From an optimization exercise on the open Yosys and OpenROAD flow, aimed at a short achievable clock period and few clock cycles; shortcuts taken in it are not production practice.
RTL that was checked went through simulation tests only; none was proved equivalent to the original.
No driver is modelled on the clock port, so clock power and skew are understated where the tree is cut down; a real chip needs a root buffer or a tree.
Power and IR drop assume default switching activity.

Setup of run 1:
## ssq_symdec
module ssq_symdec (
    input  wire        clk,
    input  wire        rst,
    input  wire        in_valid,
    output wire        in_ready,
    input  wire [7:0]  in_data,
    input  wire        in_last,
    output reg         out_valid,
    input  wire        out_ready,
    output reg  [7:0]  out_data,
    output reg         out_last,
    output reg  [1:0]  out_err,
    output reg  [15:0] out_err_pos,
    output reg  [7:0]  out_err_val,
    output reg  [2:0]  out_pad
);
Settings: LEC_CHECK=0, CAP_MARGIN=20, CORE_MARGIN=2, CORE_UTILIZATION=55, SETUP_SLACK_MARGIN=3.4, SLEW_MARGIN=20; clock period 5.0 ns.
standard.sh (not shown) runs the stock make flow with config.mk's settings and CLKGATE_MAP_FILE= SYNTH_SCRIPT=/design/flow/synth_recipe.tcl, a recipe that flattens the netlist after the stock synthesis.
==> flow/flow/run.sh <==
#!/bin/bash
# Standard layout, except that:
#  - the port buffers are buf_4 (the resizer sizes them later), and
#  - the clock tree is built by flow/tree.tcl (a two-level tree of clkbuf_16)
#    in place of clock_tree_synthesis.
# Each step's output goes to a log file of its own in this folder.
set -euo pipefail
here=$(pwd)
ports="BUFFER_PORTS_ARGS=-buffer_cell sky130_fd_sc_hd__buf_4"

bash standard.sh synth > log_1_synth.txt 2>&1
bash standard.sh "$ports" place > log_2_place.txt 2>&1

# ORFS's scripts with cts.tcl swapped for ours, used for the CTS step only
rm -rf "$here/cts_scripts"
cp -r "$FLOW_HOME/scripts" "$here/cts_scripts"
cp "$here/flow/cts.tcl" "$here/cts_scripts/cts.tcl"
FLOW_TREE_TCL="$here/flow/tree.tcl" bash standard.sh "$ports" do-4_1_cts do-4_cts \
  SCRIPTS_DIR="$here/cts_scripts" > log_3_cts.txt 2>&1

bash standard.sh "$ports" finish > log_4_finish.txt 2>&1
Other scripts of this flow, unchanged in this note and not shown: flow/flow/cts.tcl, flow/flow/tree.tcl
Edits applied to the flow inputs when going from run 1 to run 2:
--- a/flow/design.v
+++ b/flow/design.v
@@ -303,18 +303,19 @@
         end
     end
     reg [IW-1:0]    fq [0:RS-1];
     reg [RS-1:0]    f_wp;       
     reg [RS-1:0]    f_rp;       
     reg [DEPTH:0]   f_tot;      
     reg             pop_d;      
+    reg [DEPTH-1:0] f_mcnt;     
     reg [IW-1:0]    h;          
     reg             hv;
     wire            pop;
-    wire f_mempty = |(f_wp & f_rp);
+    wire f_mempty = !f_mcnt[0];
     wire to_h   = q3_v && f_mempty && (!hv || pop);
     wire to_m   = q3_v && !to_h;
     wire from_m = pop && !f_mempty;
     reg [IW-1:0] f_out;         
     integer j;
     always @(*) begin
         f_out = {IW{1'b0}};
@@ -326,22 +327,27 @@
             if (f_wp[j])
                 fq[j] <= q3_item;
         h <= ({IW{from_m}} & f_out) | ({IW{to_h}} & q3_item) | ({IW{!from_m && !to_h}} & h);
         if (rst) begin
             f_wp   <= {{(RS-1){1'b0}}, 1'b1};
             f_rp   <= {{(RS-1){1'b0}}, 1'b1};
             f_tot  <= {(DEPTH+1){1'b0}};
+            f_mcnt <= {DEPTH{1'b0}};
             pop_d  <= 1'b0;
             hv     <= 1'b0;
         end else begin
             if (to_m)
                 f_wp <= {f_wp[RS-2:0], f_wp[RS-1]};
             if (from_m)
                 f_rp <= {f_rp[RS-2:0], f_rp[RS-1]};
             pop_d <= pop;
+            if (to_m && !from_m)
+                f_mcnt <= {f_mcnt[DEPTH-2:0], 1'b1};
+            else if (from_m && !to_m)
+                f_mcnt <= {1'b0, f_mcnt[DEPTH-1:1]};
             if (q3_v && !pop_d)
                 f_tot <= {f_tot[DEPTH-1:0], 1'b1};
             else if (pop_d && !q3_v)
                 f_tot <= {1'b0, f_tot[DEPTH:1]};
             hv <= pop ? (!f_mempty || q3_v) : (hv || q3_v);
         end
     end
--- outcome ---
Number of optimization iterations in the first detailed-route pass in run 2 vs run 1: down 2
Diff run 1 -> run 2: global routing usage summed across all routing layers decreased by 1.3 points relative to the old numbers; power now sits at about the same level; count of buffer and inverter cells on the critical path fell by 2; wire length went down by 3.2%.
The lower number of fill cells of run 1 and run 2 is in run 1.
In run 2, the sequential power came out about 0.5% above the value in run 1.
Per the final summary, run 2 finished and its layout is clean on timing, DRC and antenna.
Testbench counts of run 2, summed over its fixed seeds: cycles 69,251.
The RTL of run 1 was laid out without a check of its function. In every run of this note, the design's own scripts or RTL, not TritonCTS, make the clock network.

ssq_symdec, a different RTL version from the one above (not shown whole).
Size: ~2300 cells after synthesis, ~29000 sq um of cells after synthesis.
## ssq_symdec
module ssq_symdec (
    input  wire        clk,
    input  wire        rst,
    input  wire        in_valid,
    output wire        in_ready,
    input  wire [7:0]  in_data,
    input  wire        in_last,
    output reg         out_valid,
    input  wire        out_ready,
    output reg  [7:0]  out_data,
    output reg         out_last,
    output reg  [1:0]  out_err,
    output reg  [15:0] out_err_pos,
    output reg  [7:0]  out_err_val,
    output reg  [2:0]  out_pad
);
export LEC_CHECK = 0
export CAP_MARGIN = 20
export CORE_MARGIN = 2
export CORE_UTILIZATION = 55
export SETUP_SLACK_MARGIN = 3.4
export SLEW_MARGIN = 20
create_clock -name core_clock -period 5.0 [get_ports {clk}]
==> flow/flow/run.sh <==
#!/bin/bash
# Standard layout, except that:
#  - the port buffers are buf_4 (the resizer sizes them later), and
#  - the clock tree is built by flow/tree.tcl (a two-level tree of clkinv_16)
#    in place of clock_tree_synthesis.
# Each step's output goes to a log file of its own in this folder.
set -euo pipefail
here=$(pwd)
ports="BUFFER_PORTS_ARGS=-buffer_cell sky130_fd_sc_hd__buf_4"

bash standard.sh synth > log_1_synth.txt 2>&1
bash standard.sh "$ports" place > log_2_place.txt 2>&1

# ORFS's scripts with cts.tcl swapped for ours, used for the CTS step only
rm -rf "$here/cts_scripts"
cp -r "$FLOW_HOME/scripts" "$here/cts_scripts"
cp "$here/flow/cts.tcl" "$here/cts_scripts/cts.tcl"
FLOW_TREE_TCL="$here/flow/tree.tcl" bash standard.sh "$ports" do-4_1_cts do-4_cts \
  SCRIPTS_DIR="$here/cts_scripts" > log_3_cts.txt 2>&1

bash standard.sh "$ports" finish > log_4_finish.txt 2>&1
Other scripts of this flow, unchanged in this note and not shown: flow/flow/cts.tcl, flow/flow/tree.tcl
Testbench counts at the start, summed over its fixed seeds: cycles 69,235.
Then changed:
--- a/flow/design.v
+++ b/flow/design.v
@@ -19,15 +19,15 @@
     localparam ERR_CDEC = 2'd2;
     localparam EV_NONE  = 2'd0;
     localparam EV_SDEC  = 2'd1;   
     localparam EV_CEND  = 2'd2;   
     localparam EV_CNEXT = 2'd3;   
     localparam DEPTH  = 12;       
     localparam RDEPTH = 5;        
-    localparam RS     = DEPTH + 1;
+    localparam RS     = DEPTH + 2;
     localparam RQS    = RDEPTH + 1;
     localparam IW    = 13;        
     localparam RW    = 26;        
     reg        in_ready_r;  
     reg        ir_n;        
     reg        c_v;
     reg [7:0]  c_data;
@@ -254,58 +254,56 @@
         end
     end
     reg [IW-1:0]    fq [0:RS-1];
     reg [RS-1:0]    f_wp;       
     reg [RS-1:0]    f_rp;       
     reg [DEPTH:0]   f_tot;      
     reg             pop_d;      
-    reg [DEPTH-1:0] f_mcnt;     
+    reg [DEPTH:0]   f_mcnt;     
     reg [IW-1:0]    h;          
     reg             hv;
     wire            pop;
     wire f_mempty = !f_mcnt[0];
-    wire to_h   = q_v && f_mempty && (!hv || pop);
-    wire from_m = pop && !f_mempty;
-    wire to_m_pop   = q_v && !f_mempty;
-    wire to_m_nopop = q_v && !(f_mempty && !hv);
-    wire [DEPTH-1:0] mcnt_pop   = (!f_mempty && !q_v) ? {1'b0, f_mcnt[DEPTH-1:1]} : f_mcnt;
-    wire [DEPTH-1:0] mcnt_nopop = to_m_nopop ? {f_mcnt[DEPTH-2:0], 1'b1} : f_mcnt;
-    wire [RS-1:0]    wp_step    = {f_wp[RS-2:0], f_wp[RS-1]};
-    wire [RS-1:0]    wp_pop     = to_m_pop ? wp_step : f_wp;
-    wire [RS-1:0]    wp_nopop   = to_m_nopop ? wp_step : f_wp;
+    wire from_m = (pop || !hv) && !f_mempty;
+    wire [DEPTH:0] mc_up   = {f_mcnt[DEPTH-1:0], 1'b1};
+    wire [DEPTH:0] mc_down = {1'b0, f_mcnt[DEPTH:1]};
+    wire [DEPTH:0] mcnt_pop   = (q_v && f_mempty) ? mc_up : (!q_v && !f_mempty) ? mc_down : f_mcnt;
+    wire           fill_nopop = !hv && !f_mempty;
+    wire [DEPTH:0] mcnt_nopop = (q_v && !fill_nopop) ? mc_up : (!q_v && fill_nopop) ? mc_down : f_mcnt;
     reg [IW-1:0] f_out;         
     integer j;
     always @(*) begin
         f_out = {IW{1'b0}};
         for (j = 0; j < RS; j = j + 1)
             f_out = f_out | (fq[j] & {IW{f_rp[j]}});
     end
     always @(posedge clk) begin
         for (j = 0; j < RS; j = j + 1)
             if (f_wp[j])
                 fq[j] <= q_item;
-        h <= ({IW{from_m}} & f_out) | ({IW{to_h}} & q_item) | ({IW{!from_m && !to_h}} & h);
+        h <= ({IW{from_m}} & f_out) | ({IW{!from_m}} & h);
         if (rst) begin
             f_wp   <= {{(RS-1){1'b0}}, 1'b1};
             f_rp   <= {{(RS-1){1'b0}}, 1'b1};
             f_tot  <= {(DEPTH+1){1'b0}};
-            f_mcnt <= {DEPTH{1'b0}};
+            f_mcnt <= {(DEPTH+1){1'b0}};
             pop_d  <= 1'b0;
             hv     <= 1'b0;
         end else begin
-            f_wp <= pop ? wp_pop : wp_nopop;
+            if (q_v)
+                f_wp <= {f_wp[RS-2:0], f_wp[RS-1]};
             if (from_m)
                 f_rp <= {f_rp[RS-2:0], f_rp[RS-1]};
             pop_d <= pop;
             f_mcnt <= pop ? mcnt_pop : mcnt_nopop;
             if (q_v && !pop_d)
                 f_tot <= {f_tot[DEPTH-1:0], 1'b1};
             else if (pop_d && !q_v)
                 f_tot <= {1'b0, f_tot[DEPTH:1]};
-            hv <= pop ? (!f_mempty || q_v) : (hv || q_v);
+            hv <= from_m || (hv && !pop);
         end
     end
     reg [RW-1:0]     rq [0:RQS-1];
     reg [RQS-1:0]    rq_wp;     
     reg [RQS-1:0]    rq_rp;     
     reg [RW-1:0]     r_head;    
     wire             emit_end;
=> Fmax increases slightly. Wire length came out higher by a few percent. Hold slack loses 0.0056 ns. Design area rose by a few percent. Synthesized area is higher by a few percent. Clock power goes up slightly. Power went up slightly. First-iteration DRC count drops by roughly a tenth.
Testbench counts after the change, summed over its fixed seeds: cycles 69,243.
No run of this note takes its clock network from TritonCTS; it comes from the design's own scripts or RTL.

==> static timing again, ports no longer ideal <==
The flow's constraints put no driver on any port. The routed layouts listed below were extracted and timed again, unchanged, in two steps.
Step 1 assumes that a clkbuf_16 drives the clock port and a buf_2 every other input.
Step 2, shift: input delay + t, output delay - t, t = (earliest + latest rising clock arrival at the registers) / 2. This alone moves slack from input paths to output paths.
a / b / c = ideal / step 1 / step 2; a / b = the first two.
run | shift t [ns] | setup slack, ns | worst hold slack (ns) | clock arrival spread, ns | slew at the worst register clock pin (ns)
run 1 | 0.524 | 2.983 / 2.977 / 2.828 | 0.330 / 0.330 / 0.330 | 0.041 / 0.041 | 0.10 / 0.10
run 2 | 0.519 | 3.103 / 2.977 / 2.981 | 0.309 / 0.309 / 0.309 | 0.038 / 0.038 | 0.10 / 0.10
the first run of note 2 | 0.532 | 3.243 / 3.013 / 2.996 | 0.328 / 0.328 / 0.328 | 0.026 / 0.026 | 0.09 / 0.10
the second run of note 2 | 0.541 | 3.267 / 3.008 / 2.700 | 0.322 / 0.323 / 0.323 | 0.039 / 0.040 | 0.11 / 0.11
After both steps setup and hold are still met in every run listed. For the second run of note 2, which loses most, drivers alone change the setup slack by -0.259 ns; drivers and shift together by -0.567 ns.
